This is an optimization exercise on Yosys and OpenROAD, whose aim is small area, not a production implementation. RTL that was checked went through simulation tests only; none was proved equivalent to the original. For run 2, only the layout was checked, not whether the RTL still works.

--- design.v ---
module nlp_subcode (
    input  wire [15:0] a,
    input  wire [15:0] b,
    output reg  [3:0]  code
);
    wire [4:0] ea = a[14:10];
    wire [4:0] eb = b[14:10];
    wire [9:0] ma = a[9:0];
    wire [9:0] mb = b[9:0];
    wire special = (&ea) | (&eb);
    wire eff_add = a[15] ^ b[15];
    wire        a_ge_b = {ea, ma} >= {eb, mb};
    wire [4:0]  eg = a_ge_b ? ea : eb;
    wire [4:0]  el = a_ge_b ? eb : ea;
    wire [9:0]  mg = a_ge_b ? ma : mb;
    wire [9:0]  ml = a_ge_b ? mb : ma;
    wire        zl = (el == 5'd0);     
    wire [4:0]  d  = eg - el;
    wire [13:0] x_ext = {1'b1, mg, 3'b000};
    wire [13:0] y_ext = zl ? 14'd0 : {1'b1, ml, 3'b000};
    reg  [13:0] y_al;
    reg  [14:0] s;
    reg  [13:0] n;
    reg  [3:0]  lz;
    reg  signed [6:0] e;
    reg         up;
    reg  [5:0]  w;
    reg  [9:0]  w23;
    integer     i;
    always @* begin
        if (d >= 5'd14)
            y_al = {13'd0, |y_ext};
        else
            y_al = (y_ext >> d) | {13'd0, |(y_ext & ~(14'h3fff << d))};
        if (eff_add)
            s = {1'b0, x_ext} + {1'b0, y_al};
        else
            s = {1'b0, x_ext} - {1'b0, y_al};
        lz = 4'd0;
        for (i = 0; i < 14; i = i + 1)
            if (s[i])
                lz = 4'd13 - i[3:0];
        if (s[14]) begin
            n = s[14:1] | {13'd0, s[0]};
            e = {2'b00, eg} + 7'sd1;
        end else begin
            n = s[13:0] << lz;
            e = {2'b00, eg} - {3'b000, lz};
        end
        up = n[2] & (n[1] | n[0] | n[3]);
        w  = {1'b0, n[13:9]} + {5'd0, up & (&n[8:3])};
        if (w[5]) begin
            w = 6'b010000;
            e = e + 7'sd1;
        end
        w23 = {5'd0, w[4:0]} * 10'd23;
        if (special)
            code = 4'hf;
        else if (s == 15'd0 || e <= 7'sd13)
            code = 4'h0;
        else if (e >= 7'sd19)
            code = 4'hf;
        else begin
            case (e[2:0])
                3'd6: code = (w[4:0] >= 5'd23) ? 4'd1 : 4'd0;               
                3'd7: code = (w[4:0] >= 5'd23) ? 4'd2 : 4'd1;               
                3'd0: code = {1'b0, w23[9:7]};                           
                3'd1: code = w23[9:6];                           
                default: code = (w[4:0] >= 5'd23) ? 4'hf : w23[8:5];  
            endcase
        end
    end
endmodule
module nlp_fp16_max (
    input  wire [15:0] a,
    input  wire [15:0] b,
    output wire [15:0] y
);
    assign y = (a[15] != b[15]) ? (a[15] ? b : a) :
               (!a[15])         ? ((a[14:0] >= b[14:0]) ? a : b) :
                                  ((a[14:0] <= b[14:0]) ? a : b);
endmodule
module nlp_lod (
    input  wire [31:0] x,
    output reg  [3:0]  pos,
    output wire        flag
);
    integer i;
    always @* begin
        pos = 4'd0;
        for (i = 0; i < 16; i = i + 1)
            if (x[16 + i])
                pos = i[3:0];
    end
    assign flag = x[5'd15 + {1'b0, pos}];
endmodule
module nlp_rdiv (
    input  wire [3:0] s,
    input  wire [3:0] ks,
    output wire [3:0] e
);
    wire [4:0] sh = {1'b0, s} + {1'b0, ks};
    wire [4:0] df = 5'd14 - sh;
    assign e = (sh <= 5'd14) ? df[3:0] : 4'd0;
endmodule
module nlp_pipe_ma (
    input  wire        clk,
    input  wire        reset,
    input  wire        in_valid,
    input  wire [9:0]  in_addr,
    input  wire [63:0] in_word,
    input  wire [15:0] gmax_in,
    output wire        max_valid,
    output wire [9:0]  max_addr,
    output wire [15:0] max_data,
    output wire        vec_valid,
    output wire [9:0]  vec_addr,
    output wire [15:0] vec_out,
    output wire [31:0] acc_out
);
    reg  [5:1]  v;
    reg  [9:0]  a1, a2, a3, a4, a5;
    reg  [15:0] m1, m2;
    reg  [15:0] k1, k2, k3, k4, k5;
    reg  [3:0]  h3, h4, h5;
    reg  [31:0] acc;
    wire [15:0] max_ab, max_cd, row_max;
    nlp_fp16_max u_max_ab (.a(in_word[15:0]),  .b(in_word[31:16]), .y(max_ab));
    nlp_fp16_max u_max_cd (.a(in_word[47:32]), .b(in_word[63:48]), .y(max_cd));
    nlp_fp16_max u_max_row (.a(max_ab), .b(max_cd), .y(row_max));
    wire [15:0] code;
    genvar g;
    generate
        for (g = 0; g < 4; g = g + 1) begin : g_lane
            nlp_subcode u_sc (.a(in_word[16*g +: 16]), .b(row_max), .code(code[4*g +: 4]));
        end
    endgenerate
    wire [3:0] code5;
    nlp_subcode u_sc5 (.a(m2), .b(gmax_in), .code(code5));
    wire [31:0] lane_val0 = 32'h00010000 >> k5[3:0];
    wire [31:0] lane_val1 = 32'h00010000 >> k5[7:4];
    wire [31:0] lane_val2 = 32'h00010000 >> k5[11:8];
    wire [31:0] lane_val3 = 32'h00010000 >> k5[15:12];
    wire [31:0] tree_sum  = (lane_val0 + lane_val1) + (lane_val2 + lane_val3);
    always @(posedge clk) begin
        if (reset) begin
            v   <= 5'd0;
            acc <= 32'd0;
        end else begin
            v <= {v[4:1], in_valid};
            if (v[5])
                acc <= (acc >> h5) + tree_sum;
        end
    end
    always @(posedge clk) begin
        a1 <= in_addr;  a2 <= a1;  a3 <= a2;  a4 <= a3;  a5 <= a4;
        m1 <= row_max;  m2 <= m1;
        k1 <= code;  k2 <= k1;  k3 <= k2;  k4 <= k3;  k5 <= k4;
        h3 <= code5;  h4 <= h3;  h5 <= h4;
    end
    assign max_valid = v[2];
    assign max_addr  = a2;
    assign max_data  = m2;
    assign vec_valid = v[5];
    assign vec_addr  = a5;
    assign vec_out   = k5;
    assign acc_out   = acc;
endmodule
module nlp_pipe_rp (
    input  wire        clk,
    input  wire        reset,
    input  wire        stall,
    input  wire [31:0] x_in,
    output wire [3:0]  ks_out,
    output wire        thr_f,
    output wire        thr_nz,
    output wire [15:0] thr_out
);
    reg [3:0] ks;
    reg       f;
    reg       nz;
    wire [3:0] lod_pos;
    wire       lod_flag;
    nlp_lod u_lod (.x(x_in), .pos(lod_pos), .flag(lod_flag));
    always @(posedge clk) begin
        if (reset) begin
            ks <= 4'd0;
            f  <= 1'b0;
            nz <= 1'b0;
        end else if (!stall) begin
            ks <= lod_pos;
            f  <= lod_flag;
            nz <= 1'b1;
        end
    end
    assign ks_out  = ks;
    assign thr_f   = f;
    assign thr_nz  = nz;
    assign thr_out = nz ? {6'b001110, f, 9'h08B} : 16'h0000;
endmodule
module nlp_pipe_div (
    input  wire        clk,
    input  wire        reset,
    input  wire        in_valid,
    input  wire [15:0] lmax_in,
    input  wire [15:0] gmax_in,
    input  wire [15:0] ky_in,
    input  wire [3:0]  ks_in,
    input  wire        thr_f,
    input  wire        thr_nz,
    output wire        out_valid,
    output wire [63:0] out_word
);
    reg  [5:1]  v;
    reg  [15:0] u1, u2, u3;
    reg  [15:0] q4, q5;
    reg         f4, f5, z4, z5;
    wire [3:0] code;
    nlp_subcode u_sc (.a(lmax_in), .b(gmax_in), .code(code));
    wire [15:0] s;
    wire [15:0] e;
    genvar g;
    generate
        for (g = 0; g < 4; g = g + 1) begin : g_ch
            wire [4:0] sum = {1'b0, code} + {1'b0, ky_in[4*g +: 4]};
            assign s[4*g +: 4] = sum[4] ? 4'hf : sum[3:0];
            nlp_rdiv u_rdiv (.s(u3[4*g +: 4]), .ks(ks_in), .e(e[4*g +: 4]));
            assign out_word[16*g +: 16] = {2'b00, q5[4*g +: 4], f5, 1'b0, z5, 3'b000, z5, 1'b0, z5, z5};
        end
    endgenerate
    always @(posedge clk) begin
        if (reset)
            v <= 5'd0;
        else
            v <= {v[4:1], in_valid};
    end
    always @(posedge clk) begin
        u1 <= s;  u2 <= u1;  u3 <= u2;
        q4 <= thr_nz ? e : 16'd0;  q5 <= q4;
        f4 <= thr_f;  f5 <= f4;
        z4 <= thr_nz;  z5 <= z4;
    end
    assign out_valid = v[5];
endmodule
module nlp_softmax_core (
    input  wire        clk,
    input  wire        reset,
    input  wire        ma_in_valid,
    input  wire [9:0]  ma_in_addr,
    input  wire [63:0] ma_in_word,
    output wire        max_valid,
    output wire [9:0]  max_addr,
    output wire [15:0] max_data,
    output wire        vec_valid,
    output wire [9:0]  vec_addr,
    output wire [15:0] vec_out,
    output wire [31:0] acc_out,
    output wire [15:0] gmax_out,
    input  wire        rp_stall,
    output wire [3:0]  ks_out,
    output wire [15:0] thr_out,
    input  wire        div_in_valid,
    input  wire [15:0] div_lmax_in,
    input  wire [15:0] div_ky_in,
    output wire        div_out_valid,
    output wire [63:0] div_out_word
);
    reg  [15:0] gmax;
    wire [15:0] gmax_next;
    nlp_fp16_max u_gmax (.a(gmax), .b(max_data), .y(gmax_next));
    always @(posedge clk) begin
        if (reset)
            gmax <= 16'hFBFF;
        else if (max_valid)
            gmax <= gmax_next;
    end
    assign gmax_out = gmax;
    nlp_pipe_ma u_ma (
        .clk(clk), .reset(reset),
        .in_valid(ma_in_valid), .in_addr(ma_in_addr), .in_word(ma_in_word),
        .gmax_in(gmax),
        .max_valid(max_valid), .max_addr(max_addr), .max_data(max_data),
        .vec_valid(vec_valid), .vec_addr(vec_addr), .vec_out(vec_out),
        .acc_out(acc_out)
    );
    wire thr_f, thr_nz;
    nlp_pipe_rp u_rp (
        .clk(clk), .reset(reset), .stall(rp_stall),
        .x_in(acc_out),
        .ks_out(ks_out), .thr_f(thr_f), .thr_nz(thr_nz), .thr_out(thr_out)
    );
    nlp_pipe_div u_div (
        .clk(clk), .reset(reset),
        .in_valid(div_in_valid), .lmax_in(div_lmax_in), .gmax_in(gmax),
        .ky_in(div_ky_in), .ks_in(ks_out), .thr_f(thr_f), .thr_nz(thr_nz),
        .out_valid(div_out_valid), .out_word(div_out_word)
    );
endmodule
--- run.sh ---
#!/bin/bash
# synth_recipe.tcl (not shown) runs the flow's synth.tcl, then flattens the netlist and writes it again
# the make line also repeats each setting of config.mk as NAME=value (left out here)
make -C /OpenROAD-flow-scripts/flow DESIGN_CONFIG=/design/flow/config.mk WORK_HOME=/design/flow/orfs CLKGATE_MAP_FILE= SYNTH_SCRIPT=/design/flow/synth_recipe.tcl finish
--- config.mk ---
export PLATFORM = sky130hd
export DESIGN_NAME = nlp_softmax_core
export DESIGN_NICKNAME = nlp_softmax_core
export VERILOG_FILES = /design/flow/design.v
export SDC_FILE = /design/flow/constraint.sdc
export NUM_CORES = 4
export LEC_CHECK = 0
export ABC_AREA = 1
export CAP_MARGIN = 20
export CORE_MARGIN = 2
export CORE_UTILIZATION = 40
export SLEW_MARGIN = 20
--- constraint.sdc ---
create_clock -name core_clock -period 25.0 [get_ports {clk}]
set_input_delay 5.0000 -clock core_clock [delete_from_list [all_inputs] [get_ports {clk}]]
set_output_delay 5.0000 -clock core_clock [all_outputs]
set_load 0.01 [all_outputs]
==> impl_metrics.tcl, run 1 <==
set metrics [dict create \
    dominantRegCellSynth "dfxtp_1" \
    clock_skew_ns 0.02782 \
    path_depth 92 \
    track_usage_pct 24.43 \
    dp_hpwl_mm 116.4 \
    drt-initial-drc-count 3961 \
    clk_latency_ns 0.56 \
    synthArstFlopShare_pct 0 \
    hold_viol_final 0 \
    r2r_start "gmax[10]$_SDFFE_PP0P_" \
    crit_top_cell "nand2_1" \
    top_level_ports 298 \
    wire_per_inst_um 16.32 \
    synth_seq_cells 322 \
    r2r_end "u_div.u1[10]$_SDFF_PP1_" \
    finalSetupViolCount 0 \
    die_w_um 337.0 \
    clk_root_buffer_cell "clkbuf_16" \
    post_cts_buffers 0 \
    gp_congestion 0.9658 \
    synth_area_mm2 0.04435 \
    synth.avg_cell_area_um2 6.191 \
    worstMarginPinSlew_ns 1.035 \
    vias_per_cell 5.365 \
    clk_pin_slew_ns 0.06 \
    pre_cts_ws_ns 1.237 \
    startpoint_type "input pin" \
    critPathCapture "u_ma.k1[1]$_SDFF_PP1_" \
    grt_pass1_vias 42860 \
    antenna_found_initial 9 \
    cts_buffer_depth 3 \
    cp_num_buf_inv 14 \
    cts_tree "done" \
    required_ns 25.42 \
    die_h_um 337.0 \
    status "finished clean" \
    regToRegSetupSlack_ns 10.64 \
    worstSetupPathType "input pin to flip-flop" \
    htreeDepth 2 \
    synth-edff-count 0 \
    cts_resized 0 \
    setup.worst_path.end_class "flip-flop" \
    max-cap-violations 0 \
    slew_headroom_pct 29.24 \
    coreArea_mm2 0.1104 \
    ys_seq_area_share_pct 14.54 \
    fin_tns_setup_ns 0 \
    dp.cells 8685 \
    nNetsFinal 7948 \
    holdBufCountCts 0 \
    grt_pass1_wl_mm 226.7 \
    timing.final.crit_share_pct 92.74 \
    rsz0062_at_grt "false" \
    rows 122 \
    worst_slack_ns 1.816 \
    io_buffers 261 \
    area_growth_pct 10.40 \
    reg2regPathDepth 70 \
    syn_inst 7163 \
    drtAntennaViolNets 0 \
    final_cells 8757 \
    vias 46980 \
    drcViolationCount 0 \
    cts_buffers 39 \
    gr-total-overflow 0 \
    drive_gt1_share_pct 4.939 \
    wirelength_mm 142.9 \
    critPathMaxFanout 36 \
    grt_start_max_net_pins 62 \
    critPathTopFamily "simple AND/OR/NAND/NOR gates" \
    slowest_stage "fa_1" \
    slowest_delay_ns 0.93 \
    initial_core_util_pct 40.18 \
    yosys_warnings 6 \
    crit_path_start "ma_in_word[62]" \
    fmax_ghz 0.04313 \
    clock_sinks 322 \
    arrival_ns 23.60 \
    dieArea_mm2 0.1135 \
    synth.distinct_cells 75 \
    dr.pass1.iters 8 \
    hold_class "flip-flop to flip-flop" \
    period_minus_slack_ns 23.18 \
    maxSlewViolCount 0 \
]
per-layer routing:
metal / vias up / share of wire [%] / global-route usage [%]
met5: - / 0.017 / 0
met4: 4 / 3.0 / 6.753
met3: 226 / 6.1 / 2.508
met2: 1443 / 45 / 40.44
met1: 21480 / 46 / 33.57
li1: 23830 / - / -
cell usage in the layout, fill, tap and decap left out, types with 18 or more instances in the layout:
cell type	netlist	layout
nand2_1	1697	1697
inv_1	894	894
nand3_1	737	736
o21ai_0	583	583
nor2_1	529	529
ha_1	510	510
a21oi_1	432	431
dfxtp_1	322	321
clkdlybuf4s50_1	0	260
nand4_1	113	113
xor2_1	107	107
o21ai_1	99	99
fa_1	89	89
inv_2	65	65
nor3_1	60	60
nand2_2	57	57
xnor2_1	57	57
o211ai_1	46	46
nor2_2	40	40
clkbuf_16	0	39
conb_1	1	36
a31oi_1	35	35
or2_2	30	30
mux2i_1	30	30
o21a_1	25	25
nand3_2	23	24
a21o_1	23	23
o31ai_1	22	22
nand3b_1	20	20
a211oi_1	20	20
buf_4	78	20
clkinv_1	20	19
o22ai_1	18	18
a221oi_1	18	18
cell usage after synthesis (20+ instances only):
cell type | instances | area (um^2)
buf_4 | 78 | 585.6
o21ai_0 | 583 | 2918
dfxtp_1 | 322 | 6446
a211oi_1 | 20 | 150.1
fa_1 | 89 | 1782
nand4_1 | 113 | 706.9
o21a_1 | 25 | 187.7
clkinv_1 | 20 | 75.07
nand3_2 | 23 | 230.2
buf_6 | 24 | 270.3
mux2i_1 | 30 | 300.3
nor2_2 | 40 | 250.2
clkbuf_1 | 106 | 397.9
ha_1 | 510 | 6381
o21ai_1 | 99 | 495.5
nand3b_1 | 20 | 150.1
o31ai_1 | 22 | 165.2
nor2_1 | 529 | 1986
a31oi_1 | 35 | 219.0
buf_2 | 56 | 280.3
inv_2 | 65 | 244.0
a21o_1 | 23 | 172.7
inv_1 | 894 | 3356
o211ai_1 | 46 | 345.3
nand3_1 | 737 | 3689
nand2_2 | 57 | 356.6
xnor2_1 | 57 | 499.2
nor3_1 | 60 | 300.3
xor2_1 | 107 | 937.2
or2_2 | 30 | 187.7
nand2_1 | 1697 | 6370
a21oi_1 | 432 | 2162
worst min-delay path by stage:
stage | startpoint | endpoint | slack [ns] | cells past startpoint
CTS | u_ma.a4[9]$_DFF_P_ | u_ma.a5[9]$_DFF_P_ | 0.32 | 0
finish | u_ma.a3[2]$_DFF_P_ | u_ma.a4[2]$_DFF_P_ | 0.32 | 0
global placement | u_ma.a1[5]$_DFF_P_ | u_ma.a2[5]$_DFF_P_ | 0.31 | 0
floorplan | u_div.f4$_DFF_P_ | u_div.f5$_DFF_P_ | 0.31 | 0
detailed placement | u_div.q4[13]$_SDFF_PN0_ | u_div.q5[13]$_DFF_P_ | 0.31 | 0
global route | u_div.q4[13]$_SDFF_PN0_ | u_div.q5[13]$_DFF_P_ | 0.33 | 0
metrics by stage:
step	util, %	hold slack [ns]	area (um^2)
global route	44.36	0.3256	48960
floorplan	-	0.3096	44480
CTS	44.35	0.3198	48950
finish	44.36	0.3193	48960
global placement	43.04	0.3102	47500
detailed placement	43.04	0.3121	47500
registers in the layout (all words and copies together) (netlist names), 5 cells and up, named ones only:
register,count
u_ma.acc,31
gmax,16
u_div.q4,16
u_div.q5,16
u_div.u1,16
u_div.u2,16
u_div.u3,16
u_ma.k1,16
u_ma.k2,16
u_ma.k3,16
u_ma.k4,16
u_ma.k5,16
u_ma.m1,16
u_ma.m2,16
u_ma.a1,10
u_ma.a2,10
u_ma.a3,10
u_ma.a4,10
u_ma.a5,10
u_div.v,5
u_ma.v,5
final cells by class:
cell class	count	area [um^2]
Fill cell	11850	61410
Inverter	980	3684
Multi-Input combinational cell	5614	32760
Antenna cell	1	2.502
Tap cell	1488	1862
Timing Repair Buffer	281	2758
Clock buffer	46	1062
Sequential cell	322	6447
Clock inverter	25	382.9
cell families (layout without fill, tap and decap cells):
| group | after synthesis | in the layout | share of synthesized area, % |
|---|---|---|---|
| multiplexers | 30 | 30 | 0.6771 |
| AND/OR/NAND/NOR | 3366 | 3366 | 33.25 |
| other | 1 | 37 | 0.008456 |
| buffers and inverters | 1262 | 1332 | 11.91 |
| AO/OA/AOI/OAI | 1414 | 1414 | 17.79 |
| flip-flops | 322 | 322 | 14.54 |
| XOR/XNOR | 169 | 169 | 3.422 |
| adder cells (fa/ha/maj) | 599 | 599 | 18.41 |
==> run 2, diff against run 1 <==
--- a/design.v
+++ b/design.v
@@ -21,13 +21,18 @@
     reg  [13:0] y_al;
     reg  [14:0] s;
     reg  [13:0] n;
-    reg  [3:0]  lz;
     reg  signed [6:0] e;
     reg         up;
     reg  [5:0]  w;
     reg  [9:0]  w23;
+    reg  [3:0]  lz;
+    reg  [9:0]  t;
     integer     i;
     always @* begin
+        n  = 14'd0;
+        up = 1'b0;
+        t  = 10'd0;
+        lz = 4'd0;
         if (d >= 5'd14)
             y_al = {13'd0, |y_ext};
         else
@@ -36,22 +41,32 @@
             s = {1'b0, x_ext} + {1'b0, y_al};
         else
             s = {1'b0, x_ext} - {1'b0, y_al};
-        lz = 4'd0;
-        for (i = 0; i < 14; i = i + 1)
-            if (s[i])
-                lz = 4'd13 - i[3:0];
-        if (s[14]) begin
-            n = s[14:1] | {13'd0, s[0]};
-            e = {2'b00, eg} + 7'sd1;
+        if (s[14:12] != 3'd0) begin
+            if (s[14]) begin
+                n = s[14:1] | {13'd0, s[0]};
+                e = {2'b00, eg} + 7'sd1;
+            end else if (s[13]) begin
+                n = s[13:0];
+                e = {2'b00, eg};
+            end else begin
+                n = {s[12:0], 1'b0};
+                e = {2'b00, eg} - 7'sd1;
+            end
+            up = n[2] & (n[1] | n[0] | n[3]);
+            w  = {1'b0, n[13:9]} + {5'd0, up & (&n[8:3])};
+            if (w[5]) begin
+                w = 6'b010000;
+                e = e + 7'sd1;
+            end
         end else begin
-            n = s[13:0] << lz;
-            e = {2'b00, eg} - {3'b000, lz};
-        end
-        up = n[2] & (n[1] | n[0] | n[3]);
-        w  = {1'b0, n[13:9]} + {5'd0, up & (&n[8:3])};
-        if (w[5]) begin
-            w = 6'b010000;
-            e = e + 7'sd1;
+            t  = s[11:2];
+            lz = 4'd0;
+            for (i = 0; i < 10; i = i + 1)
+                if (t[i])
+                    lz = 4'd9 - i[3:0];
+            t = t << lz;
+            w = {1'b0, t[9:5]};
+            e = {2'b00, eg} - 7'sd2 - {3'b000, lz};
         end
         w23 = {5'd0, w[4:0]} * 10'd23;
         if (special)
@@ -62,11 +77,11 @@
             code = 4'hf;
         else begin
             case (e[2:0])
-                3'd6: code = (w[4:0] >= 5'd23) ? 4'd1 : 4'd0;               
-                3'd7: code = (w[4:0] >= 5'd23) ? 4'd2 : 4'd1;               
-                3'd0: code = {1'b0, w23[9:7]};                           
-                3'd1: code = w23[9:6];                           
-                default: code = (w[4:0] >= 5'd23) ? 4'hf : w23[8:5];  
+                3'd6:    code = (w[4:0] >= 5'd23) ? 4'd1 : 4'd0;          
+                3'd7:    code = (w[4:0] >= 5'd23) ? 4'd2 : 4'd1;          
+                3'd0:    code = {1'b0, w23[9:7]};                         
+                3'd1:    code = w23[9:6];                                 
+                default: code = (w[4:0] >= 5'd23) ? 4'hf : w23[8:5];      
             endcase
         end
     end
@@ -76,9 +91,9 @@
     input  wire [15:0] b,
     output wire [15:0] y
 );
-    assign y = (a[15] != b[15]) ? (a[15] ? b : a) :
-               (!a[15])         ? ((a[14:0] >= b[14:0]) ? a : b) :
-                                  ((a[14:0] <= b[14:0]) ? a : b);
+    wire ge     = a[14:0] >= b[14:0];
+    wire pick_a = (a[15] ^ b[15]) ? b[15] : (a[15] ^ ge);
+    assign y = pick_a ? a : b;
 endmodule
 module nlp_lod (
     input  wire [31:0] x,
@@ -120,8 +135,9 @@
 );
     reg  [5:1]  v;
     reg  [9:0]  a1, a2, a3, a4, a5;
+    reg  [63:0] l1;
     reg  [15:0] m1, m2;
-    reg  [15:0] k1, k2, k3, k4, k5;
+    reg  [15:0] k2, k3, k4, k5;
     reg  [3:0]  h3, h4, h5;
     reg  [31:0] acc;
     wire [15:0] max_ab, max_cd, row_max;
@@ -132,7 +148,7 @@
     genvar g;
     generate
         for (g = 0; g < 4; g = g + 1) begin : g_lane
-            nlp_subcode u_sc (.a(in_word[16*g +: 16]), .b(row_max), .code(code[4*g +: 4]));
+            nlp_subcode u_sc (.a(l1[16*g +: 16]), .b(m1), .code(code[4*g +: 4]));
         end
     endgenerate
     wire [3:0] code5;
@@ -142,6 +158,8 @@
     wire [31:0] lane_val2 = 32'h00010000 >> k5[11:8];
     wire [31:0] lane_val3 = 32'h00010000 >> k5[15:12];
     wire [31:0] tree_sum  = (lane_val0 + lane_val1) + (lane_val2 + lane_val3);
+    wire [31:0] acc_sh    = acc >> h5;
+    wire [31:0] acc_next  = {acc_sh[31:1] + tree_sum[31:1], acc_sh[0]};
     always @(posedge clk) begin
         if (reset) begin
             v   <= 5'd0;
@@ -149,13 +167,14 @@
         end else begin
             v <= {v[4:1], in_valid};
             if (v[5])
-                acc <= (acc >> h5) + tree_sum;
+                acc <= acc_next;
         end
     end
     always @(posedge clk) begin
         a1 <= in_addr;  a2 <= a1;  a3 <= a2;  a4 <= a3;  a5 <= a4;
+        l1 <= in_word;
         m1 <= row_max;  m2 <= m1;
-        k1 <= code;  k2 <= k1;  k3 <= k2;  k4 <= k3;  k5 <= k4;
+        k2 <= code;  k3 <= k2;  k4 <= k3;  k5 <= k4;
         h3 <= code5;  h4 <= h3;  h5 <= h4;
     end
     assign max_valid = v[2];
==> flow/run.sh (new file) <==
#!/bin/bash
# Layout flow: the standard layout (standard.sh) with its synthesis's
# technology mapping changed (see synth_small.tcl). The standard synthesis is
# run as well, into orfs_ref/, and the registers of both netlists (names and
# cell types) are compared; if they differ the standard flow is used instead.
# Every tool's output goes to a log file in the work folder.
set -uo pipefail
W=$(pwd)
export SMALL_ABC_SCRIPT=$W/flow/abc_small.script

MAKELINE=$(grep '^make ' standard.sh)
REFLINE=${MAKELINE//WORK_HOME=$W\/orfs/WORK_HOME=$W\/orfs_ref}
MYLINE=${MAKELINE//SYNTH_SCRIPT=$W\/synth_recipe.tcl/SYNTH_SCRIPT=$W\/flow\/synth_small.tcl ADDER_MAP_FILE=$W\/flow\/adders_plain.v}
MYLINE=${MYLINE//\"\$\{@:-finish\}\"/}
REFLINE=${REFLINE//\"\$\{@:-finish\}\"/}

regs() {
  # instance name and cell type (drive strength dropped) of every flip-flop
  awk '/^ *sky130_fd_sc_hd__(df|sdf|edf|dlx|dlr)/ {c=$1; sub(/_[0-9]+$/, "", c); print c, $2}' "$1" | sort
}

eval "$REFLINE synth" > $W/ref_synth.log 2>&1 &
REFPID=$!
eval "$MYLINE synth" > $W/small_synth.log 2>&1
MYRC=$?
wait $REFPID
REFRC=$?

R=orfs/results/${FLOW_PLATFORM}/nlp_softmax_core/base/1_2_yosys.v
RR=orfs_ref/results/${FLOW_PLATFORM}/nlp_softmax_core/base/1_2_yosys.v
OK=0
if [[ $MYRC -eq 0 && $REFRC -eq 0 && -f $R && -f $RR ]]; then
  regs $R > $W/regs_small.txt
  regs $RR > $W/regs_ref.txt
  if [[ -s $W/regs_ref.txt ]] && cmp -s $W/regs_small.txt $W/regs_ref.txt; then
    OK=1
  fi
fi
echo "small synthesis rc=$MYRC reference rc=$REFRC registers match=$OK" > $W/flow_choice.log

if [[ $OK -eq 1 ]]; then
  eval "$MYLINE finish" > $W/layout.log 2>&1
else
  rm -rf $W/orfs
  bash standard.sh synth > $W/std_synth.log 2>&1
  bash standard.sh finish > $W/layout.log 2>&1
fi
RES=orfs/results/${FLOW_PLATFORM}/nlp_softmax_core/base
if [[ -f $RES/6_final.odb ]]; then
  : # left out here: write the final layout as DEF
fi
==> flow/abc_small.script (new file) <==
strash
dc2
dch -f
dc2
dch -f
&get -n
&dch -f
&nf -R 1000
&put
==> flow/adders_plain.v (new file) <==
// Adder map for the adder step of ORFS synthesis: every extracted full or half
// adder becomes plain gates, which ABC then maps with the rest of the logic.
(* techmap_celltype = "$fa" *)
module _plain_fa (A, B, C, X, Y);
  parameter WIDTH = 1;
  (* force_downto *)
  input  [WIDTH-1:0] A, B, C;
  (* force_downto *)
  output [WIDTH-1:0] X, Y;
  assign X = (A & B) | (A & C) | (B & C);
  assign Y = A ^ B ^ C;
endmodule
==> flow/synth_small.tcl (new file) <==
proc synth {args} { yosys synth -nofsm -noshare {*}$args }
proc abc {args} {
  set i [lsearch -exact $args -script]
  if {$i >= 0} { lset args [expr {$i + 1}] $::env(SMALL_ABC_SCRIPT) }
  yosys abc {*}$args
}
source $::env(SCRIPTS_DIR)/synth.tcl
# left out here: clear keep_hierarchy, flatten, clean up, hide names made inside functions, write 1_2_yosys.v
==> standard.sh (new file) <==
#!/bin/bash
# synth_recipe.tcl (not shown) runs the flow's synth.tcl, then flattens the netlist and writes it again
# the make line also repeats each setting of config.mk as NAME=value (left out here)
make -C /OpenROAD-flow-scripts/flow DESIGN_CONFIG=/design/flow/config.mk WORK_HOME=/design/flow/orfs CLKGATE_MAP_FILE= SYNTH_SCRIPT=/design/flow/synth_recipe.tcl "${@:-finish}"
removed: run.sh
==> run 2 against run 1 <==
  * Still clean on timing, DRC and antenna
  * First-iteration DRC count shrank 37%
  * Utilization grew 3.1 points
  * Clock skew grew 0.023 ns
  * Routed wire length shrank 28%
  * Area after synthesis shrank 26%
  * Cell area shrank 22%
  * Flip-flop and latch count grew 48
==> impl_metrics.tcl, run 2 <==
set metrics [dict create \
    final_common_cell "nor2_1" \
    max-cap-violations 0 \
    area_growth_pct 17.26 \
    critPathTopFamily "compound AO/OA/AOI/OAI gates" \
    htreeDepth 2 \
    grtUsageMet3_pct 3.562 \
    regToRegSetupSlack_ns 9.89 \
    synth_seq_cells 370 \
    final_cell_mix "586 x nor2_1, 551 x nand2_1, 367 x dfxtp_1" \
    vias 33540 \
    top_level_ports 298 \
    dp_hpwl_mm 81.14 \
    cts_tree "done" \
    hold_path_depth 0 \
    status "finished clean" \
    multiInputGateArea_mm2 0.02419 \
    hold_class "flip-flop to flip-flop" \
    synthArstFlopShare_pct 0 \
    met2_usage_pct 38.85 \
    drcViolationCount 0 \
    initial_core_util_pct 40.50 \
    cts_buffers 42 \
    fmax_ghz 0.05229 \
    period_minus_slack_ns 19.12 \
    r2r_end "u_div.u1[10]$_SDFF_PP1_" \
    post_cts_buffers 0 \
    synth_top_area_share_pct 22.63 \
    rows 104 \
    io_buffers 261 \
    gr-total-overflow 0 \
    dominantRegCellSynth "dfxtp_1" \
    worstMarginPinSlew_ns 1.057 \
    clock_skew_ns 0.05050 \
    coreArea_mm2 0.08081 \
    clk_pin_slew_ns 0.06 \
    arrival_ns 19.59 \
    grt_pass1_wl_mm 162.8 \
    drtAntennaViolNets 0 \
    finalSetupViolCount 0 \
    drt-initial-drc-count 2498 \
    dieArea_mm2 0.08413 \
    wirelength_mm 102.7 \
    hold_viol_final 0 \
    grt_start_max_net_pins 64 \
    synth_area_leaders "dfxtp_1 23%, xnor2_1 8.4%, mux2i_1 6.8%, nor2_1 6.7%, nand2_1 6.3%" \
    r2r_start "gmax[1]$_SDFFE_PP1P_" \
    required_ns 25.47 \
    yosysMostFrequentCell "nor2_1" \
    clk_latency_ns 0.61 \
    critPathMaxFanout 24 \
    fin_tns_setup_ns 0 \
    whs_endpoint "u_ma.a5[6]$_DFF_P_" \
    vias_per_cell 5.597 \
    gp_congestion 0.9511 \
    grt_pass1_vias 30420 \
    syn_inst 4561 \
    timing.final.crit_share_pct 76.49 \
    startpoint_type "input pin" \
    busiest_layer "met2" \
    num-fill-cells 8147 \
    slew_headroom_pct 28.76 \
    yosys_warnings 6 \
    maxSlewViolCount 0 \
    setup.worst_path.end_class "flip-flop" \
    use_met1_pct 31.29 \
    worstHoldStart "u_ma.a4[6]$_DFF_P_" \
    synth.avg_cell_area_um2 7.176 \
    path_depth 57 \
    wire_per_inst_um 17.13 \
    reg_top3 "u_ma.l1 x64, u_ma.acc x32" \
    cts_buffer_depth 3 \
    cts_resized 0 \
    top_register "u_ma.l1" \
    synth_area_mm2 0.03273 \
    dr.pass1.iters 6 \
    regArea_mm2 0.007411 \
    synth-edff-count 0 \
    synth.distinct_cells 69 \
    antenna_found_initial 1 \
    holdBufCountCts 0 \
    slowest_stage "a21boi_0" \
    die_w_um 290.1 \
    nNetsFinal 5009 \
    worst_slack_ns 5.877 \
    yosysTopAreaCell "dfxtp_1" \
    pre_cts_ws_ns 5.484 \
    slowest_delay_ns 0.79 \
    clk_root_buffer_cell "clkbuf_16" \
    ys_seq_area_share_pct 22.63 \
    reg2regPathDepth 57 \
    track_usage_pct 23.37 \
    drive_gt1_share_pct 3.001 \
    cp_num_buf_inv 5 \
    rsz0062_at_grt "false" \
    clock_sinks 370 \
    largest_reg_flops 64 \
    die_h_um 290.1 \
    worstSetupPathType "input pin to flip-flop" \
    synth_commonest_cells "586 x nor2_1, 551 x nand2_1, 370 x dfxtp_1" \
]
run 2: how the worst max path moves through the flow:
| stage | from | to |
|---|---|---|
| 2_1_floorplan | div_lmax_in[2] | u_div.u1[10]$_SDFF_PP1_ |
| 3_3_place_gp | div_lmax_in[2] | u_div.u1[6]$_SDFF_PP1_ |
| 3_5_place_dp | div_lmax_in[2] | u_div.u1[10]$_SDFF_PP1_ |
| 4_1_cts | div_lmax_in[2] | u_div.u1[10]$_SDFF_PP1_ |
| 5_1_grt | div_lmax_in[2] | u_div.u1[10]$_SDFF_PP1_ |
| 6_report | div_lmax_in[2] | u_div.u1[10]$_SDFF_PP1_ |
run 2: metrics by stage:
stage | hold slack [ns] | util, % | instance area [um^2] | cells
2_1_floorplan | 0.3096 | - | 32860 | 4596
3_3_place_gp | 0.3095 | 45.63 | 36870 | 5914
3_5_place_dp | 0.3121 | 45.63 | 36870 | 5914
4_1_cts | 0.2931 | 47.45 | 38340 | 5991
5_1_grt | 0.2954 | 47.49 | 38370 | 5991
6_report | 0.3075 | 47.49 | 38380 | 5993
run 2: cell type report:
class | count | area share (%)
sequential | 370 | 19.31
tap | 1060 | 3.456
clock buffer | 53 | 2.950
multi-input combinational | 3918 | 63.03
clock inverter | 24 | 0.8737
antenna | 2 | 0.01304
timing repair buffer | 321 | 7.968
inverter | 245 | 2.396
run 2: kinds of logic (layout without fill, tap and decap cells):
| kind of cell | count (synthesis) | after routing | synth area share [%] |
|---|---|---|---|
| AND/OR/NAND/NOR | 1744 | 1744 | 24.30 |
| multiplexers | 249 | 249 | 7.722 |
| adder cells (fa/ha/maj) | 115 | 115 | 3.517 |
| AO/OA/AOI/OAI | 1287 | 1287 | 24.49 |
| XOR/XNOR | 487 | 487 | 13.07 |
| other | 1 | 38 | 0.01146 |
| flip-flops | 370 | 370 | 22.63 |
| buffers and inverters | 308 | 643 | 4.255 |
run 2: worst register-to-register path: cells and delay by family, from the launching register on:
family | cells | cell delay [ns]
adder cells (fa/ha/maj) | 6 | 2.27
multiplexers | 1 | 0.38
AND/OR/NAND/NOR | 15 | 2.90
buffers and inverters | 5 | 1.31
AO/OA/AOI/OAI | 26 | 6.42
flip-flops | 1 | 0.61
XOR/XNOR | 4 | 1.09
run 2: metal layers:
layer	part of all wire [%]	vias up
li1	-	17010
met1	45	15360
met2	46	1040
met3	6.4	140
met4	2.5	0
met5	0	-
==> run 3, diff against run 2 <==
--- a/design.v
+++ b/design.v
@@ -14,25 +14,104 @@
     wire [4:0]  el = a_ge_b ? eb : ea;
     wire [9:0]  mg = a_ge_b ? ma : mb;
     wire [9:0]  ml = a_ge_b ? mb : ma;
-    wire        zl = (el == 5'd0);     
+    wire        zl = (el == 5'd0);
     wire [4:0]  d  = eg - el;
     wire [13:0] x_ext = {1'b1, mg, 3'b000};
     wire [13:0] y_ext = zl ? 14'd0 : {1'b1, ml, 3'b000};
     reg  [13:0] y_al;
     reg  [14:0] s;
-    reg  [13:0] n;
-    reg  signed [6:0] e;
-    reg         up;
-    reg  [5:0]  w;
-    reg  [9:0]  w23;
-    reg  [3:0]  lz;
+    reg  [11:0] nf;
+    reg  [5:0]  ef;
+    reg  [5:0]  wf;
     reg  [9:0]  t;
+    reg  [3:0]  lz;
+    reg  [5:0]  ec;
+    reg  [4:0]  w;
+    reg  [5:0]  e;
+    reg  [9:0]  w23;
     integer     i;
     always @* begin
-        n  = 14'd0;
-        up = 1'b0;
-        t  = 10'd0;
+        if (d >= 5'd14)
+            y_al = {13'd0, |y_ext};
+        else
+            y_al = (y_ext >> d) | {13'd0, |(y_ext & ~(14'h3fff << d))};
+        if (eff_add)
+            s = {1'b0, x_ext} + {1'b0, y_al};
+        else
+            s = {1'b0, x_ext} - {1'b0, y_al};
+        if (s[14]) begin
+            nf = s[14:3];  ef = {1'b0, eg} + 6'd1;
+        end else if (s[13]) begin
+            nf = s[13:2];  ef = {1'b0, eg};
+        end else begin
+            nf = s[12:1];  ef = {1'b0, eg} - 6'd1;
+        end
+        wf = {1'b0, nf[11:7]} + {5'd0, &nf[6:0]};
+        t  = s[11:2];
         lz = 4'd0;
+        for (i = 0; i < 10; i = i + 1)
+            if (t[i])
+                lz = 4'd9 - i[3:0];
+        t = t << lz;
+        ec = {1'b0, eg} - 6'd2 - {2'b00, lz};
+        if (s[14:12] != 3'd0) begin
+            w = wf[5] ? 5'b10000 : wf[4:0];
+            e = ef + {5'd0, wf[5]};
+        end else begin
+            w = t[9:5];
+            e = ec;
+        end
+        w23 = {5'd0, w} * 10'd23;
+        if (special)
+            code = 4'hf;
+        else if (s == 15'd0 || e[5] || e <= 6'd13)
+            code = 4'h0;
+        else if (e >= 6'd19)
+            code = 4'hf;
+        else begin
+            case (e[2:0])
+                3'd6:    code = (w >= 5'd23) ? 4'd1 : 4'd0;
+                3'd7:    code = (w >= 5'd23) ? 4'd2 : 4'd1;
+                3'd0:    code = {1'b0, w23[9:7]};
+                3'd1:    code = w23[9:6];
+                default: code = (w >= 5'd23) ? 4'hf : w23[8:5];
+            endcase
+        end
+    end
+endmodule
+module nlp_subcode_lane (
+    input  wire [15:0] a,
+    input  wire [15:0] b,
+    output reg  [3:0]  code
+);
+    wire [4:0] ea = a[14:10];
+    wire [4:0] eb = b[14:10];
+    wire [9:0] ma = a[9:0];
+    wire [9:0] mb = b[9:0];
+    wire special = (&ea) | (&eb);
+    wire eff_add = a[15] ^ b[15];
+    wire        a_ge_b = eff_add ? (ea >= eb) : b[15];
+    wire [4:0]  eg = a_ge_b ? ea : eb;
+    wire [4:0]  el = a_ge_b ? eb : ea;
+    wire [9:0]  mg = a_ge_b ? ma : mb;
+    wire [9:0]  ml = a_ge_b ? mb : ma;
+    wire        zl = (el == 5'd0);
+    wire [4:0]  d  = eg - el;
+    wire [13:0] x_ext = {1'b1, mg, 3'b000};
+    wire [13:0] y_ext = zl ? 14'd0 : {1'b1, ml, 3'b000};
+    reg  [13:0] y_al;
+    reg  [14:0] s;
+    reg  [11:0] nf;
+    reg  [5:0]  ef;
+    reg  [5:0]  wf;
+    reg  [9:0]  t;
+    reg  [3:0]  lz;
+    reg  [5:0]  ec;
+    reg  [4:0]  w;
+    reg  [5:0]  e;
+    reg  [9:0]  w23;
+    integer     i;
+    always @* begin
         if (d >= 5'd14)
             y_al = {13'd0, |y_ext};
         else
@@ -41,47 +120,42 @@
             s = {1'b0, x_ext} + {1'b0, y_al};
         else
             s = {1'b0, x_ext} - {1'b0, y_al};
+        if (s[14]) begin
+            nf = s[14:3];  ef = {1'b0, eg} + 6'd1;
+        end else if (s[13]) begin
+            nf = s[13:2];  ef = {1'b0, eg};
+        end else begin
+            nf = s[12:1];  ef = {1'b0, eg} - 6'd1;
+        end
+        wf = {1'b0, nf[11:7]} + {5'd0, &nf[6:0]};
+        t  = s[11:2];
+        lz = 4'd0;
+        for (i = 0; i < 10; i = i + 1)
+            if (t[i])
+                lz = 4'd9 - i[3:0];
+        t = t << lz;
+        ec = {1'b0, eg} - 6'd2 - {2'b00, lz};
         if (s[14:12] != 3'd0) begin
-            if (s[14]) begin
-                n = s[14:1] | {13'd0, s[0]};
-                e = {2'b00, eg} + 7'sd1;
-            end else if (s[13]) begin
-                n = s[13:0];
-                e = {2'b00, eg};
-            end else begin
-                n = {s[12:0], 1'b0};
-                e = {2'b00, eg} - 7'sd1;
-            end
-            up = n[2] & (n[1] | n[0] | n[3]);
-            w  = {1'b0, n[13:9]} + {5'd0, up & (&n[8:3])};
-            if (w[5]) begin
-                w = 6'b010000;
-                e = e + 7'sd1;
-            end
+            w = wf[5] ? 5'b10000 : wf[4:0];
+            e = ef + {5'd0, wf[5]};
         end else begin
-            t  = s[11:2];
-            lz = 4'd0;
-            for (i = 0; i < 10; i = i + 1)
-                if (t[i])
-                    lz = 4'd9 - i[3:0];
-            t = t << lz;
-            w = {1'b0, t[9:5]};
-            e = {2'b00, eg} - 7'sd2 - {3'b000, lz};
+            w = t[9:5];
+            e = ec;
         end
-        w23 = {5'd0, w[4:0]} * 10'd23;
+        w23 = {5'd0, w} * 10'd23;
         if (special)
             code = 4'hf;
-        else if (s == 15'd0 || e <= 7'sd13)
+        else if (s == 15'd0 || e[5] || e <= 6'd13)
             code = 4'h0;
-        else if (e >= 7'sd19)
+        else if (e >= 6'd19)
             code = 4'hf;
         else begin
             case (e[2:0])
-                3'd6:    code = (w[4:0] >= 5'd23) ? 4'd1 : 4'd0;          
-                3'd7:    code = (w[4:0] >= 5'd23) ? 4'd2 : 4'd1;          
-                3'd0:    code = {1'b0, w23[9:7]};                         
-                3'd1:    code = w23[9:6];                                 
-                default: code = (w[4:0] >= 5'd23) ? 4'hf : w23[8:5];      
+                3'd6:    code = (w >= 5'd23) ? 4'd1 : 4'd0;
+                3'd7:    code = (w >= 5'd23) ? 4'd2 : 4'd1;
+                3'd0:    code = {1'b0, w23[9:7]};
+                3'd1:    code = w23[9:6];
+                default: code = (w >= 5'd23) ? 4'hf : w23[8:5];
             endcase
         end
     end
@@ -148,7 +222,7 @@
     genvar g;
     generate
         for (g = 0; g < 4; g = g + 1) begin : g_lane
-            nlp_subcode u_sc (.a(l1[16*g +: 16]), .b(m1), .code(code[4*g +: 4]));
+            nlp_subcode_lane u_sc (.a(l1[16*g +: 16]), .b(m1), .code(code[4*g +: 4]));
         end
     endgenerate
     wire [3:0] code5;
--- a/flow/run.sh
+++ b/flow/run.sh
@@ -1,6 +1,7 @@
 #!/bin/bash
 # Layout flow: the standard layout (standard.sh) with its synthesis's
-# technology mapping changed (see synth_small.tcl). The standard synthesis is
+# technology mapping changed (see synth_small.tcl) and the port buffers made
+# of the smallest buffer cell. The standard synthesis is
 # run as well, into orfs_ref/, and the registers of both netlists (names and
 # cell types) are compared; if they differ the standard flow is used instead.
 # Every tool's output goes to a log file in the work folder.
@@ -12,6 +13,8 @@
 REFLINE=${MAKELINE//WORK_HOME=$W\/orfs/WORK_HOME=$W\/orfs_ref}
 MYLINE=${MAKELINE//SYNTH_SCRIPT=$W\/synth_recipe.tcl/SYNTH_SCRIPT=$W\/flow\/synth_small.tcl ADDER_MAP_FILE=$W\/flow\/adders_plain.v}
 MYLINE=${MYLINE//\"\$\{@:-finish\}\"/}
+# port buffers of the smallest buffer cell rather than the delay buffer
+MYLINE="$MYLINE BUFFER_PORTS_ARGS='-buffer_cell sky130_fd_sc_hd__buf_1'"
 REFLINE=${REFLINE//\"\$\{@:-finish\}\"/}
 
 regs() {
==> flow/abc_small.script (replaced) <==
strash
dc2
dch -f
dc2
dch -f
dc2
&get -n
&dch -f
&put
amap
--- a/config.mk
+++ b/config.mk
@@ -8,5 +8,6 @@
 export ABC_AREA = 1
 export CAP_MARGIN = 20
 export CORE_MARGIN = 2
-export CORE_UTILIZATION = 40
+export CORE_UTILIZATION = 55
+export PLACE_DENSITY = 0.68
 export SLEW_MARGIN = 20
==> run 3 against run 2 <==
  * Cell area fell by 12%
  * First-iteration DRC count increased by 28%
  * Critical path type unchanged
  * Clock skew decreased by 0.019 ns
  * Via count up 9.7%
  * Non-clock buffer count decreased by 5
==> impl_metrics.tcl, run 3 <==
set metrics [dict create \
    clock_skew_ns 0.03128 \
    final_common_cell "nor2_1" \
    grtUsageMet3_pct 4.852 \
    final_cell_mix "1147 x nor2_1, 502 x clkinv_1, 459 x nand2_1, 459 x o21ai_0, 437 x o22ai_1" \
    timing.final.crit_share_pct 76.48 \
    required_ns 25.52 \
    clock_sinks 370 \
    wirelength_mm 100.2 \
    slew_headroom_pct 30.01 \
    r2r_start "gmax[5]$_SDFFE_PP1P_" \
    final_cells 6025 \
    synth_commonest_cells "1147 x nor2_1, 502 x clkinv_1, 466 x o21ai_0" \
    hold_class "flip-flop to flip-flop" \
    cts_resized 0 \
    utilization_pct 61.62 \
    rows 86 \
    drive_gt1_share_pct 2.351 \
    max-cap-violations 0 \
    io_buffers 261 \
    vias_per_cell 6.106 \
    period_minus_slack_ns 19.12 \
    htreeDepth 2 \
    yosysMostFrequentCell "nor2_1" \
    die_w_um 239.5 \
    reg_top3 "u_ma.l1 x64, u_ma.acc x32" \
    drt-initial-drc-count 3196 \
    critPathMaxFanout 31 \
    syn_inst 4915 \
    cts_buffer_depth 3 \
    holdBufCountCts 0 \
    area_growth_pct 11.12 \
    synth_area_leaders "dfxtp_1 24%, nor2_1 14%, o22ai_1 9.0%, o21ai_0 7.6%, a21oi_1 6.6%" \
    synth_top_area_share_pct 24.29 \
    worstMarginPinSlew_ns 1.039 \
    clk_latency_ns 0.59 \
    clk_root_buffer_cell "clkbuf_16" \
    maxSlewViolCount 0 \
    crit_path_start "div_lmax_in[6]" \
    track_usage_pct 33.38 \
    met2_usage_pct 55.91 \
    post_cts_buffers 0 \
    fin_tns_setup_ns 0 \
    dp.cells 5951 \
    drtAntennaViolNets 0 \
    rsz0062_at_grt "false" \
    finalSetupViolCount 0 \
    gr-total-overflow 0 \
    initial_core_util_pct 55.45 \
    synth_seq_cells 370 \
    dieArea_mm2 0.05734 \
    synthArstFlopShare_pct 0 \
    grt_start_max_net_pins 52 \
    synth.avg_cell_area_um2 6.204 \
    busiest_layer "met2" \
    vias 36790 \
    synth-edff-count 0 \
    synth.distinct_cells 58 \
    hold_viol_final 0 \
    ys_seq_area_share_pct 24.29 \
    coreArea_mm2 0.05499 \
    slowest_stage "o21ai_0" \
    grt_pass1_vias 31500 \
    gp_congestion 1.043 \
    fmax_ghz 0.05230 \
    dp_hpwl_mm 78.17 \
    startpoint_type "input pin" \
    arrival_ns 19.63 \
    worstSetupPathType "input pin to flip-flop" \
    yosysTopAreaCell "dfxtp_1" \
    largest_reg_flops 64 \
    drcViolationCount 0 \
    synth_area_mm2 0.03049 \
    die_h_um 239.5 \
    clk_pin_slew_ns 0.06 \
    grt_pass1_wl_mm 158.5 \
    wire_per_inst_um 16.64 \
    cts_buffers 40 \
    top_register "u_ma.l1" \
    top_level_ports 298 \
    cts_tree "done" \
    setup.worst_path.end_class "flip-flop" \
    dominantRegCellSynth "dfxtp_1" \
    slowest_delay_ns 0.76 \
    worstHoldStart "u_ma.k4[9]$_DFF_P_" \
    use_met1_pct 43.19 \
    nNetsFinal 5356 \
    status "finished clean" \
    dr.pass1.iters 9 \
    antenna_found_initial 3 \
    yosys_warnings 7 \
]
run 3: changes by cell type after synthesis, sizes merged, moves of 68 or more:
cell	delta
clkinv	+257
maj3	-115
mux2i	-221
nand2	-92
nand2b	-68
nor2	+561
o21ai	+107
o22ai	+323
xnor2	-312
xor2	-167
run 3: area by class of cell:
cell class / count / area [um^2]
antenna: 2 / 5.005
clock buffer: 53 / 1090
clock inverter: 19 / 280.3
fill: 5497 / 21100
inverter: 502 / 1884
multi-input combinational: 4015 / 20890
sequential: 370 / 7407
tap: 748 / 935.9
timing repair buffer: 316 / 1393
run 3: worst max-delay path, delay by kind of cell:
family	cells	cell delay (ns)
buf+inv	7	2.30
compound gates	36	8.46
simple gates	19	3.85
run 3: path summary, 6_finish.rpt:
check,to,slack [ns],cells past startpoint
worst max-delay path,u_div.u1[1]$_SDFF_PP1_,5.88,62
worst min-delay path,u_ma.k5[9]$_DFF_P_,0.29,0
worst max register to register,u_div.u1[1]$_SDFF_PP1_,9.60,62
worst min register to register,u_ma.k5[9]$_DFF_P_,0.29,0
run 3: cells by family (layout without fill, tap and decap cells):
| kind of cell | Yosys count | after routing | share of synthesized area, % |
|---|---|---|---|
| buf+inv | 565 | 890 | 7.731 |
| xor+xnor | 7 | 7 | 0.2011 |
| compound gates | 1886 | 1886 | 38.85 |
| other cells | 1 | 38 | 0.01230 |
| flops | 370 | 370 | 24.29 |
| simple gates | 2086 | 2086 | 28.91 |
run 3: through the flow:
step | worst slack [ns] | hold slack, ns | cell area (um^2)
after global routing | 4.193 | 0.3012 | 33880
after floorplan | 6.765 | 0.3096 | 30620
after CTS | 6.146 | 0.2925 | 33870
after global placement | 5.799 | 0.3095 | 32500
final | 5.881 | 0.2940 | 33880
after detailed placement | 5.601 | 0.3121 | 32500
run 3: metal layers:
| layer | wire (um) | vias to the layer above |
|---|---|---|
| met5 | 13 | - |
| li1 | - | 18660 |
| met3 | 7888 | 251 |
| met1 | 43040 | 16360 |
| met4 | 3911 | 2 |
| met2 | 45390 | 1519 |
==> run 4, diff against run 3 <==
--- a/design.v
+++ b/design.v
@@ -227,21 +227,22 @@
     endgenerate
     wire [3:0] code5;
     nlp_subcode u_sc5 (.a(m2), .b(gmax_in), .code(code5));
-    wire [31:0] lane_val0 = 32'h00010000 >> k5[3:0];
-    wire [31:0] lane_val1 = 32'h00010000 >> k5[7:4];
-    wire [31:0] lane_val2 = 32'h00010000 >> k5[11:8];
-    wire [31:0] lane_val3 = 32'h00010000 >> k5[15:12];
-    wire [31:0] tree_sum  = (lane_val0 + lane_val1) + (lane_val2 + lane_val3);
-    wire [31:0] acc_sh    = acc >> h5;
-    wire [31:0] acc_next  = {acc_sh[31:1] + tree_sum[31:1], acc_sh[0]};
+    wire [3:0]  sh = v[5] ? h5 : 4'd0;
+    wire [16:1] o0 = v[5] ? (16'h8000 >> k5[3:0])   : 16'd0;
+    wire [16:1] o1 = v[5] ? (16'h8000 >> k5[7:4])   : 16'd0;
+    wire [16:1] o2 = v[5] ? (16'h8000 >> k5[11:8])  : 16'd0;
+    wire [16:1] o3 = v[5] ? (16'h8000 >> k5[15:12]) : 16'd0;
+    wire [17:1] p01 = (k5[3:0] == k5[7:4])   ? {o0, 1'b0} : {1'b0, o0 | o1};
+    wire [17:1] p23 = (k5[11:8] == k5[15:12]) ? {o2, 1'b0} : {1'b0, o2 | o3};
+    wire [31:0] acc_sh   = acc >> sh;
+    wire [31:1] acc_next = acc_sh[31:1] + {14'd0, p01} + {14'd0, p23};
     always @(posedge clk) begin
         if (reset) begin
             v   <= 5'd0;
             acc <= 32'd0;
         end else begin
             v <= {v[4:1], in_valid};
-            if (v[5])
-                acc <= acc_next;
+            acc <= {acc_next, acc_sh[0]};
         end
     end
     always @(posedge clk) begin
@@ -359,13 +360,14 @@
     output wire [63:0] div_out_word
 );
     reg  [15:0] gmax;
-    wire [15:0] gmax_next;
-    nlp_fp16_max u_gmax (.a(gmax), .b(max_data), .y(gmax_next));
+    wire        ge = gmax[14:0] >= max_data[14:0];
+    wire        keep = !max_valid ||
+                       ((gmax[15] ^ max_data[15]) ? max_data[15] : (gmax[15] ^ ge));
     always @(posedge clk) begin
         if (reset)
             gmax <= 16'hFBFF;
-        else if (max_valid)
-            gmax <= gmax_next;
+        else
+            gmax <= keep ? gmax : max_data;
     end
     assign gmax_out = gmax;
     nlp_pipe_ma u_ma (
--- a/config.mk
+++ b/config.mk
@@ -9,5 +9,6 @@
 export CAP_MARGIN = 20
 export CORE_MARGIN = 2
 export CORE_UTILIZATION = 55
+export CTS_BUF_LIST = sky130_fd_sc_hd__clkbuf_4
 export PLACE_DENSITY = 0.68
 export SLEW_MARGIN = 20
==> run 4 against run 3 <==
  * Area after synthesis down 3.0%
  * Critical path depth up 17
  * First-iteration DRC count down 0.28%
  * Die area down 3.0%
  * Global-route usage down 1.3 points
  * Maximum frequency down 0.14%
  * Critical path type unchanged
  * Flip-flop and latch count unchanged
  * Highest routed layer is now met4
==> impl_metrics.tcl, run 4 <==
set metrics [dict create \
    status "finished clean" \
    drive_gt1_share_pct 4.135 \
    gp_congestion 0.9797 \
    drtAntennaViolNets 0 \
    synth_top_area_share_pct 25.05 \
    fmax_ghz 0.05223 \
    worstHoldStart "u_ma.a4[4]$_DFF_P_" \
    grt_pass1_wl_mm 150.4 \
    synth-edff-count 0 \
    synth.distinct_cells 57 \
    cts_resized 0 \
    post_cts_buffers 0 \
    initial_core_util_pct 55.94 \
    finalSetupViolCount 0 \
    rows 84 \
    wirelength_mm 93.56 \
    critPathMaxFanout 27 \
    top_register "u_ma.l1" \
    worstSetupPathType "input pin to flip-flop" \
    synth_commonest_cells "977 x nor2_1, 495 x clkinv_1, 491 x o22ai_1" \
    nNetsFinal 5149 \
    period_minus_slack_ns 19.15 \
    r2r_start "gmax[1]$_SDFFE_PP1N_" \
    hold_path_depth 0 \
    wire_per_inst_um 16.14 \
    slew_headroom_pct 26.92 \
    arrival_ns 19.89 \
    synth_compound_area_share_pct 39.99 \
    regArea_mm2 0.007407 \
    area_growth_pct 10.67 \
    synth.avg_cell_area_um2 6.355 \
    yosysTopAreaCell "dfxtp_1" \
    vias 35460 \
    holdBufCountCts 0 \
    synth_top_family_by_area "compound AO/OA/AOI/OAI gates" \
    rsz0062_at_grt "false" \
    cts_buffers 94 \
    dp_hpwl_mm 72.57 \
    antenna_found_initial 2 \
    synth_area_leaders "dfxtp_1 25%, nor2_1 12%, o22ai_1 10%, o21ai_0 6.8%, clkinv_1 6.3%" \
    r2r_end "u_div.u1[14]$_SDFF_PP1_" \
    coreArea_mm2 0.05287 \
    multiInputGateArea_mm2 0.02000 \
    num-fill-cells 5212 \
    final_cell_mix "977 x nor2_1, 509 x clkinv_1, 490 x o22ai_1" \
    timing.final.crit_share_pct 76.59 \
    regToRegSetupSlack_ns 9.32 \
    fin_tns_setup_ns 0 \
    clk_pin_slew_ns 0.07 \
    crit_top_cell "o21ai_0" \
    dr.pass1.iters 9 \
    cts_buffer_depth 3 \
    die_h_um 235.9 \
    cts_tree "done" \
    max-cap-violations 0 \
    track_usage_pct 32.03 \
    muxShareOfSynthArea_pct 0 \
    io_buffers 261 \
    drt-initial-drc-count 3187 \
    crit_path_start "div_lmax_in[0]" \
    maxSlewViolCount 0 \
    clock_sinks 370 \
    clock_skew_ns 0.06446 \
    clk_root_buffer_cell "clkbuf_4" \
    largest_reg_flops 64 \
    htreeDepth 3 \
    syn_inst 4653 \
    synth_seq_cells 370 \
    synthArstFlopShare_pct 0 \
    slowest_delay_ns 0.66 \
    synth_area_mm2 0.02957 \
    grt_pass1_vias 30710 \
    dieArea_mm2 0.05564 \
    clk_latency_ns 0.89 \
    reg2regPathDepth 79 \
    setup.worst_path.end_class "flip-flop" \
    whs_endpoint "u_ma.a5[4]$_DFF_P_" \
    synth_xor_area_share_pct 0.02962 \
    worstMarginPinSlew_ns 1.069 \
    die_w_um 235.9 \
    ys_seq_area_share_pct 25.05 \
    dominantRegCellSynth "dfxtp_1" \
    slowest_stage "a211oi_1" \
    vias_per_cell 6.119 \
    drcViolationCount 0 \
    hold_viol_final 0 \
    yosysMostFrequentCell "nor2_1" \
    gr-total-overflow 0 \
    grt_start_max_net_pins 42 \
    reg_top3 "u_ma.l1 x64, u_ma.acc x32" \
    synthSimpleGateAreaFrac_pct 27.04 \
    synth_fa_ha_area_share_pct 0 \
    top_level_ports 298 \
    hold_class "flip-flop to flip-flop" \
    final_common_cell "nor2_1" \
    required_ns 25.74 \
    yosys_warnings 7 \
    startpoint_type "input pin" \
]
## run 4: cell types whose count changed after synthesis, sizes merged, moves of 19 or more
cell,delta
nor4,-25
o21ai,-65
a21oi,-49
a31oi,-23
o22ai,+54
or3,+19
nor2,-170
o21a,+24
nor3,+20
nand2,-31
## run 4: final cells by class
cell class | instances | share of cell area [%]
Antenna cell | 4 | 0.03058
Clock buffer | 131 | 3.005
Clock inverter | 30 | 0.6308
Inverter | 495 | 5.677
Multi-Input combinational cell | 3760 | 61.11
Sequential cell | 370 | 22.63
Tap cell | 688 | 2.630
Timing Repair Buffer | 317 | 4.282
## run 4: metrics by stage
| step | hold slack, ns | setup WS [ns] | area (um^2) | std cells | utilization (%) |
|---|---|---|---|---|---|
| final | 0.2801 | 5.853 | 32730 | 5795 | 61.91 |
| after global routing | 0.2719 | 3.971 | 32730 | 5795 | 61.91 |
| after CTS | 0.2610 | 6.041 | 32720 | 5791 | 61.89 |
| after detailed placement | 0.3121 | 5.157 | 31530 | 5630 | 59.64 |
| after global placement | 0.3095 | 5.538 | 31530 | 5630 | 59.64 |
| after floorplan | 0.3096 | 5.215 | 29700 | 4688 | - |
## run 4: cell families (layout without fill, tap and decap cells)
family / Yosys count / in the layout
DFF: 370 / 370
buffers and inverters: 558 / 973
other: 1 / 40
and+or+nand+nor: 1876 / 1876
xor gates and xnor gates: 1 / 1
AOI/OAI and AO/OA: 1847 / 1847
## run 4: metal layers
metal,global-route usage [%],share of wire (%)
met1,41.93,43
met2,52.97,45
met5,0,0
met3,5.418,8.0
met4,11.56,3.2
## run 4: worst max path at each step
stage / endpoint / slack, ns / cells after the start
after floorplan: u_div.u1[1]$_SDFF_PP1_ / 5.22 / 66
after global placement: u_div.u1[9]$_SDFF_PP1_ / 5.54 / 78
after detailed placement: u_div.u1[8]$_SDFF_PP1_ / 5.16 / 78
after CTS: u_div.u1[9]$_SDFF_PP1_ / 6.04 / 78
after global routing: u_div.u1[12]$_SDFF_PP1_ / 3.97 / 79
final: u_div.u1[14]$_SDFF_PP1_ / 5.85 / 79
## run 4: worst max-delay path: cells and delay by family
kind | cells | cell delay (ns)
AOI/OAI and AO/OA | 35 | 7.36
buffers and inverters | 12 | 2.84
and+or+nand+nor | 32 | 4.68

afterwards: timing with drivers on the ports:
Ports are ideal in the flow. The routed layouts listed here were re-timed in OpenROAD.
Step 1: set_driving_cell puts a clkbuf_16 on clk and a buf_2 on each other input, an assumption about the parent block.
Step 2 also shifts input and output timing later by t, the mid clock arrival at the registers, as if the neighbouring blocks saw the same clock.
Three values: ideal ports, drivers, drivers and shift; two values: the first two.
| run | shift t [ns] | setup slack, ns | clock arrival spread, ns | worst register clock-pin slew, ns | cell pins on the clock port's net |
|---|---|---|---|---|---|
| run 1 | 0.616 | 1.816 / 1.852 / 1.236 | 0.040 / 0.040 | 0.08 / 0.08 | 1 |
| run 2 | 0.645 | 5.877 / 5.910 / 5.265 | 0.052 / 0.051 | 0.07 / 0.07 | 1 |
| run 3 | 0.645 | 5.881 / 5.888 / 5.243 | 0.035 / 0.035 | 0.07 / 0.07 | 1 |
| run 4 | 0.906 | 5.853 / 5.887 / 4.981 | 0.079 / 0.080 | 0.08 / 0.08 | 1 |
After both steps every run listed still meets setup and hold. For run 4, which loses most, drivers alone change the setup slack by +0.034 ns; drivers and shift together by -0.872 ns.
